This is an optimization exercise on Yosys and OpenROAD, whose aim is small area, a short achievable clock period and few clock cycles per item, not a production implementation. In this exercise RTL edits were held to simulation tests only and were not proved equivalent to the original. No activity file was given, so power comes from the tool's default toggle rates.

File: flow/config.mk
export PLATFORM = sky130hd
export DESIGN_NAME = flanger_sweep_state_machine
export DESIGN_NICKNAME = flanger_sweep_state_machine
export VERILOG_FILES = /design/flow/design.v
export SDC_FILE = /design/flow/constraint.sdc
export NUM_CORES = 4
export LEC_CHECK = 0
export CAP_MARGIN = 20
export CORE_MARGIN = 2
export CORE_UTILIZATION = 40
export SLEW_MARGIN = 20
File: flow/run.sh
#!/bin/bash
# synth_recipe.tcl (not shown) runs the flow's synth.tcl, then flattens the netlist and writes it again
# the make line also repeats each setting of config.mk as NAME=value (left out here)
make -C /OpenROAD-flow-scripts/flow DESIGN_CONFIG=/design/flow/config.mk WORK_HOME=/design/flow/orfs CLKGATE_MAP_FILE= SYNTH_SCRIPT=/design/flow/synth_recipe.tcl finish
File: flow/design.v
module fx_flanger #(
    parameter L = 24
) (
    input  wire        clk,
    input  wire        rst,
    input  wire        shift_en,    
    input  wire        blk_end,     
    input  wire [15:0] x,           
    output wire [31:0] y            
);
    localparam TAPMAX = L - 2;
    reg  [15:0] hist [0:TAPMAX-1];
    reg  [4:0]  tap;
    reg         dir_up;
    wire [15:0] sel = (tap == 5'd0) ? x : hist[tap - 5'd1];
    assign y = {{5{sel[15]}}, sel, 11'd0};
    integer i;
    always @(posedge clk) begin
        if (rst) begin
            for (i = 0; i < TAPMAX; i = i + 1)
                hist[i] <= 16'd0;
        end else if (shift_en) begin
            hist[0] <= x;
            for (i = 1; i < TAPMAX; i = i + 1)
                hist[i] <= hist[i-1];
        end
    end
    always @(posedge clk) begin
        if (rst) begin
            tap    <= TAPMAX[4:0];
            dir_up <= 1'b0;
        end else if (blk_end) begin
            if (!dir_up) begin
                if (tap == 5'd0) begin
                    dir_up <= 1'b1;
                    tap    <= 5'd1;
                end else begin
                    tap    <= tap - 5'd1;
                end
            end else begin
                if (tap == TAPMAX[4:0]) begin
                    dir_up <= 1'b0;
                    tap    <= TAPMAX[4:0] - 5'd1;
                end else begin
                    tap    <= tap + 5'd1;
                end
            end
        end
    end
endmodule
module fx_ringmod #(
    parameter [15:0] RM_LO    = 16'd600,
    parameter [15:0] RM_HI    = 16'd1400,
    parameter [15:0] RM_DELTA = 16'd48
) (
    input  wire        clk,
    input  wire        rst,
    input  wire        blk_end,     
    input  wire [15:0] mic,
    input  wire [15:0] gen,
    output wire [31:0] y,
    output reg  [15:0] freq
);
    reg dir_up;
    assign y = $signed(mic) * $signed(gen);
    wire [16:0] up   = {1'b0, freq} + {1'b0, RM_DELTA};
    wire [16:0] down = {1'b0, freq} - {1'b0, RM_DELTA};
    always @(posedge clk) begin
        if (rst) begin
            freq   <= RM_LO;
            dir_up <= 1'b1;
        end else if (blk_end) begin
            if (dir_up) begin
                if (up > {1'b0, RM_HI}) begin
                    freq   <= RM_HI;
                    dir_up <= 1'b0;
                end else begin
                    freq   <= up[15:0];
                end
            end else begin
                if (down[16] || down[15:0] < RM_LO) begin
                    freq   <= RM_LO;
                    dir_up <= 1'b1;
                end else begin
                    freq   <= down[15:0];
                end
            end
        end
    end
endmodule
module fx_bitcrush (
    input  wire [15:0] x,
    input  wire [2:0]  depth,       
    output wire [31:0] y
);
    wire [3:0]  sh   = 4'd13 - {1'b0, depth};
    wire signed [17:0] xs   = {{2{x[15]}}, x};
    wire signed [17:0] half = 18'sd1 <<< (sh - 4'd1);
    wire signed [17:0] biased = xs + half - {17'd0, x[15]};
    wire signed [17:0] q      = biased >>> sh;
    wire signed [17:0] r      = q <<< sh;
    assign y = {{2{r[17]}}, r[17:0], 12'd0};
endmodule
module flanger_sweep_state_machine #(
    parameter N = 32,              
    parameter L = 24               
) (
    input  wire        clk,
    input  wire        rst,
    input  wire        key_valid,
    input  wire [7:0]  key_char,
    input  wire        btn,
    input  wire        in_valid,
    output wire        in_ready,
    input  wire [15:0] mic,
    input  wire [15:0] gen,
    output reg         out_valid,
    input  wire        out_ready,
    output reg  [31:0] out_data,
    output reg         out_last,
    output reg         out_ev_valid,
    output reg         out_ev_kind,    
    output reg  [7:0]  out_ev_arg,
    output wire [15:0] gen_freq
);
    localparam [2:0] MIN_DEPTH = 3'd1;
    localparam [2:0] MAX_DEPTH = 3'd5;
    localparam [1:0] M_NONE  = 2'd0;
    localparam [1:0] M_FLAN  = 2'd1;
    localparam [1:0] M_RING  = 2'd2;
    localparam [1:0] M_CRUSH = 2'd3;
    reg  [1:0] mode;
    reg        src_sel;
    reg  [2:0] depth;
    reg        key_pend;
    reg  [7:0] key_q;
    reg        btn_pend;
    localparam CW = $clog2(N);
    localparam [CW-1:0] LAST_BEAT = N - 1;
    reg  [CW-1:0] cnt;               
    assign in_ready = !out_valid || out_ready;
    wire acc   = in_valid && in_ready;
    wire first = (cnt == 0);
    wire last  = (cnt == LAST_BEAT);
    wire k_n     = (key_q == 8'h6E);
    wire k_f     = (key_q == 8'h66);
    wire k_r     = (key_q == 8'h72);
    wire k_b     = (key_q == 8'h62);
    wire k_plus  = (key_q == 8'h2B);
    wire k_minus = (key_q == 8'h2D);
    wire k_mode  = k_n | k_f | k_r | k_b;
    wire k_unrec = !(k_mode | k_plus | k_minus);
    reg [1:0] key_mode;
    always @(*) begin
        case (1'b1)
            k_f:     key_mode = M_FLAN;
            k_r:     key_mode = M_RING;
            k_b:     key_mode = M_CRUSH;
            default: key_mode = M_NONE;
        endcase
    end
    reg [2:0] new_depth;
    always @(*) begin
        new_depth = depth;
        if (key_pend && k_plus && depth < MAX_DEPTH)
            new_depth = depth + 3'd1;
        if (key_pend && k_minus && depth > MIN_DEPTH)
            new_depth = depth - 3'd1;
    end
    wire [1:0] new_mode = (key_pend && k_mode) ? key_mode : mode;
    wire       new_src  = src_sel ^ btn_pend;
    wire [1:0] cur_mode  = first ? new_mode  : mode;
    wire       cur_src   = first ? new_src   : src_sel;
    wire [2:0] cur_depth = first ? new_depth : depth;
    always @(posedge clk) begin
        if (rst) begin
            mode     <= M_NONE;
            src_sel  <= 1'b0;
            depth    <= MIN_DEPTH;
            key_pend <= 1'b0;
            key_q    <= 8'd0;
            btn_pend <= 1'b0;
            cnt      <= 0;
        end else begin
            if (acc) begin
                cnt <= last ? 0 : cnt + 1'b1;
                if (first) begin
                    mode    <= new_mode;
                    src_sel <= new_src;
                    depth   <= new_depth;
                end
            end
            if (key_valid) begin
                key_pend <= 1'b1;
                key_q    <= key_char;
            end else if (acc && first) begin
                key_pend <= 1'b0;
            end
            if (btn)
                btn_pend <= 1'b1;
            else if (acc && first)
                btn_pend <= 1'b0;
        end
    end
    wire [15:0] sel = cur_src ? gen : mic;
    wire [31:0] y_flan, y_ring, y_crush;
    fx_flanger #(.L(L)) u_flan (
        .clk      (clk),
        .rst      (rst),
        .shift_en (acc && cur_mode == M_FLAN),
        .blk_end  (acc && last && cur_mode == M_FLAN),
        .x        (sel),
        .y        (y_flan)
    );
    fx_ringmod u_ring (
        .clk      (clk),
        .rst      (rst),
        .blk_end  (acc && last && cur_mode == M_RING),
        .mic      (mic),
        .gen      (gen),
        .y        (y_ring),
        .freq     (gen_freq)
    );
    fx_bitcrush u_crush (
        .x        (sel),
        .depth    (cur_depth),
        .y        (y_crush)
    );
    reg [31:0] y;
    always @(*) begin
        case (cur_mode)
            M_FLAN:  y = y_flan;
            M_RING:  y = y_ring;
            M_CRUSH: y = y_crush;
            default: y = {{4{sel[15]}}, sel, 12'd0};
        endcase
    end
    always @(posedge clk) begin
        if (rst) begin
            out_valid    <= 1'b0;
            out_data     <= 32'd0;
            out_last     <= 1'b0;
            out_ev_valid <= 1'b0;
            out_ev_kind  <= 1'b0;
            out_ev_arg   <= 8'd0;
        end else if (in_ready) begin
            out_valid <= in_valid;
            if (in_valid) begin
                out_data     <= y;
                out_last     <= last;
                out_ev_valid <= first && key_pend && !(k_plus || k_minus);
                out_ev_kind  <= k_unrec;
                out_ev_arg   <= k_unrec ? key_q : {6'd0, key_mode};
            end
        end
    end
endmodule
File: flow/constraint.sdc
create_clock -name core_clock -period 8.0 [get_ports {clk}]
set_input_delay 1.6000 -clock core_clock [delete_from_list [all_inputs] [get_ports {clk}]]
set_output_delay 1.6000 -clock core_clock [all_outputs]
set_load 0.01 [all_outputs]
==> results by group <==
STA
  – Setup Skew: 0.0442 ns
  – Final Worst Setup Slack: 0.223 ns
  – Final hold vios: 0
  – Setup-failing EPs final: 0
  – RSZ-0062 raised after global routing: true
  – Min cycle time layout: 7.78 ns
  – Worst-Margin Slew: 1.19 ns
  – Max_slew headroom: 18.5%
  – Fmax: 129 MHz
  – Tcrit/Tclk final: 97.2%
  – Pins Over Slew Limit: 0

Finish
  – Fin nets: 4,666
  – Share of layout cells above drive strength 1: 9.36%
  – Final design utilization: 46.6%
  – Fillcell total: 7,957
  – P&R area growth vs syn: 15.5%
  – Final non-filler cell total: 5,327

Routing
  – DR vias/cell: 5.61
  – ANT nets after route: 0
  – Via count: 29,900
  – WL final: 106 mm
  – DRT iter0 DRCs: 3,093
  – DRT Pass-1 Iters: 6
  – Drt drc: 0
  – WL/cell: 19.9 um

GRT
  – Routing usage on met1: 36.0%
  – Initial antenna violation count: 3
  – Vias in the first global route: 28,600
  – GRT Util Overall: 25.2%
  – Global-route met2 utilization: 39.8%
  – Largest net degree at the start of global routing: 210
  – Met3 Use GR: 3.72%
  – Gr busiest metal: met2
  – Global-route wire length before repair: 166 mm
  – Gr ovfl total: 0

Critical path
  – CP Launch Type: register
  – Worst path bufs/invs: 2
  – Worst r2r src: cnt[0]
  – Worst path required time: 8.47 ns
  – Worst Path Max Fanout: 8
  – Critical path's largest stage delay: 0.65 ns
  – CP arrival: 8.25 ns
  – Worst setup path start: cnt[0]
  – Slowest cell on the critical path: or4_1
  – CP Capture Type: register
  – Stages on the worst setup path: 26
  – Reg2reg path depth: 26
  – Crit Path Category: register to register
  – Dominant delay contributor by cell family on the critical path: compound AO/OA/AOI/OAI gates

Placed design
  – Post-place setup slack: -1.04 ns
  – Port bufs: 103
  – RD Place Congestion: 0.956
  – Placed insts: 5,227
  – Final HPWL DP: 74.6 mm

Run status
  – Status: no timing/DRC/antenna violations

Clock tree
  – Total CTS buffers: 47
  – CTS Buffer Depth: 3
  – Worst skew pair latency: 0.61 ns
  – Clock tree sinks: 437
  – TritonCTS clock tree: yes
  – Root buf cell: clkbuf_16
  – Htree depth: 2
  – Reg clk slew, reported paths: 0.07 ns

Floorplanning
  – I/O Pins: 107
  – CORE AREA: 0.0803 mm2
  – Die Ht: 289 um
  – Initial Util: 40.3%
  – Die area: 0.0832 mm2
  – Die W: 289 um
  – FP Rows: 104

Synthesis
  – Synth Cell Area: 0.0324 mm2
  – Yosys reg bits: 437
  – Post-synth EDFFs: 0
  – Main combinational cell family by area after synthesis: adder cells
  – Primary FF master, synth: dfxtp_1
  – Distinct cells, synth: 104
  – Simple-Gate Fraction of Synth Area: 20.4%
  – Synth Area in Compound Gates: 20.1%
  – Asr flop ratio synth: 0%
  – Ys Warns: 4
  – Syn_area_per_cell: 7.86 um2
  – Mapped Cells: 4,118
  – Post-Synth XOR/XNOR Area: 1.76%
  – Mux cell area share after synthesis: 1.63%
  – Synth Area in Adders: 21.3%
  – Post-synthesis sequential area ratio: 27.0%

Hold path
  – Hold WC Path Type: register to register
  – Hold Path Stages: 2
  – Min-delay src: u_flan.hist[18][1]

Pwr
  – Leak: 14.9 nW
  – Power Dens Cells: 375 mW/mm2
  – Peak supply drop: 0.560 mV

Run
  – Max-cap check violation count: 0
-- state kept, by name, summed over array words and instances, names as in the netlist, 2 cells and up --
name	cells
u_flan.tap	5
u_flan.hist	352
out_data	32
out_ev_arg	8
cnt	5
key_q	8
depth	3
mode	2
u_ring.freq	13
-- per-layer routing --
layer	wire length [um]	share of wire, %
met1	48100	45
met2	47800	45
met3	7350	6.9
met4	2780	2.6
met5	13	0.012
-- through the flow --
stage          hold WS (ns)  cell area, um2   TNS (ns)  total power [mW]
2_1_floorplan         0.436           32400  -0.000316              8.00
3_3_place_gp          0.439           35500      -7.82              11.1
3_5_place_dp          0.447           35500      -7.63              11.1
4_1_cts               0.433           37200          0              13.7
5_1_grt               0.459           37400     -0.129              15.3
6_report              0.440           37400          0              14.0
-- power breakdown --
group          switching [mW]  internal, mW  total [mW]
sequential             0.0313          2.20        2.23
clock                   0.968          1.33        2.29
combinational            4.99          4.49        9.48
total                    5.98          8.02        14.0
-- tightest hold or removal path, stage by stage (launching register included) --
cell and delay (ns):
dfxtp_1 0.32, nand2_1 0.06, a21oi_1 0.05
-- final timing paths --
| path | slack, ns | to |
|---|---|---|
| max | 0.22 | out_data[27] |
| min | 0.44 | u_flan.hist[19][1] |
| max reg2reg | 0.22 | out_data[27] |
| min reg2reg | 0.44 | u_flan.hist[19][1] |
-- kinds of logic after synthesis --
group | Yosys count
mux | 47
flops | 437
other cells | 1
fa+ha+maj | 393
simple gates | 1516
xor+xnor | 65
buf+inv | 650
compound gates | 1009
-- layout by cell type, fill, tap and decap left out, types with 21 or more instances in the layout --
| cell type | synthesis | routed |
|---|---|---|
| nand2_1 | 961 | 959 |
| a21oi_1 | 475 | 471 |
| dfxtp_1 | 437 | 436 |
| inv_1 | 362 | 362 |
| fa_1 | 264 | 264 |
| buf_4 | 3 | 228 |
| nor2_1 | 178 | 177 |
| ha_1 | 128 | 123 |
| and2_1 | 117 | 116 |
| a22oi_1 | 114 | 114 |
| o21ai_0 | 87 | 83 |
| clkdlybuf4s50_1 | 0 | 80 |
| nand3_1 | 78 | 77 |
| clkbuf_16 | 0 | 48 |
| a211oi_1 | 42 | 37 |
| mux2i_1 | 36 | 36 |
| xnor2_1 | 37 | 35 |
| nor3_1 | 36 | 34 |
| a22o_1 | 26 | 26 |
| xor2_1 | 28 | 26 |
| nand4_1 | 26 | 26 |
| nand2b_1 | 25 | 25 |
| and3_1 | 24 | 24 |
| o211ai_1 | 23 | 23 |
| a222oi_1 | 22 | 22 |
| a2111oi_0 | 23 | 21 |
-- cell type report --
cell class | instances | area (um2) | area share [%]
multi-input combinational | 3034 | 21300 | 57.1
sequential | 437 | 8750 | 23.4
timing repair buffer | 344 | 2980 | 7.96
inverter | 364 | 1370 | 3.66
clock buffer | 67 | 1360 | 3.64
tap | 1060 | 1330 | 3.55
clock inverter | 18 | 253 | 0.676
antenna | 3 | 7.51 | 0.0201
-- synthesized netlist by cell type (20+ instances only) --
master	n	area, um2
a2111oi_0	23	201
a211oi_1	42	315
a21o_1	20	150
a21oi_1	475	2380
a222oi_1	22	220
a22o_1	26	228
a22oi_1	114	856
and2_1	117	732
and3_1	24	150
clkbuf_1	256	961
dfxtp_1	437	8750
fa_1	264	5290
ha_1	128	1600
inv_1	362	1360
mux2i_1	36	360
nand2_1	961	3610
nand2b_1	25	156
nand3_1	78	390
nand4_1	26	163
nor2_1	178	668
nor3_1	36	180
o211ai_1	23	173
o21ai_0	87	435
xnor2_1	37	324
xor2_1	28	245
-- repair_timing --
| action | in CTS | in global routing |
|---|---|---|
| setup buffers | 1 | 10 |
| pin swaps | 3 | 10 |
| resized for setup | 21 | 40 |
| endpoints found under the setup margin | 8 | 15 |
| hold endpoints to repair | 0 | 0 |
| gates cloned | 0 | 1 |
| hold buffers | 0 | 0 |
Testbench counts, summed over its fixed seeds: cycles 16,392, items 16,384.

[separate check: timing with driven ports]
The flow's constraints put no driver on any port. The routed layout listed below was extracted and timed again, unchanged, in two steps. Step 1 sets driving cells, clkbuf_16 on the clock port and buf_2 on the other inputs (assumed; they add their load-dependent delay and slew). Step 2 times the ports against the registers' clock, not the clock port: input delays grow and output delays shrink by t, the midpoint of the rising clock arrivals with the driver on. a / b / c = ideal / step 1 / step 2; a / b = the first two.
shift t [ns]: 0.643
setup WS [ns]: 0.223 / 0.223 / -0.381
clock arrival spread, ns: 0.045 / 0.045
worst register clock-pin slew, ns: 0.07 / 0.07
Met with ideal ports but missed after step 2: setup timing in this run. For this run, drivers alone change the setup slack by 0.000 ns; drivers and shift together by -0.604 ns.
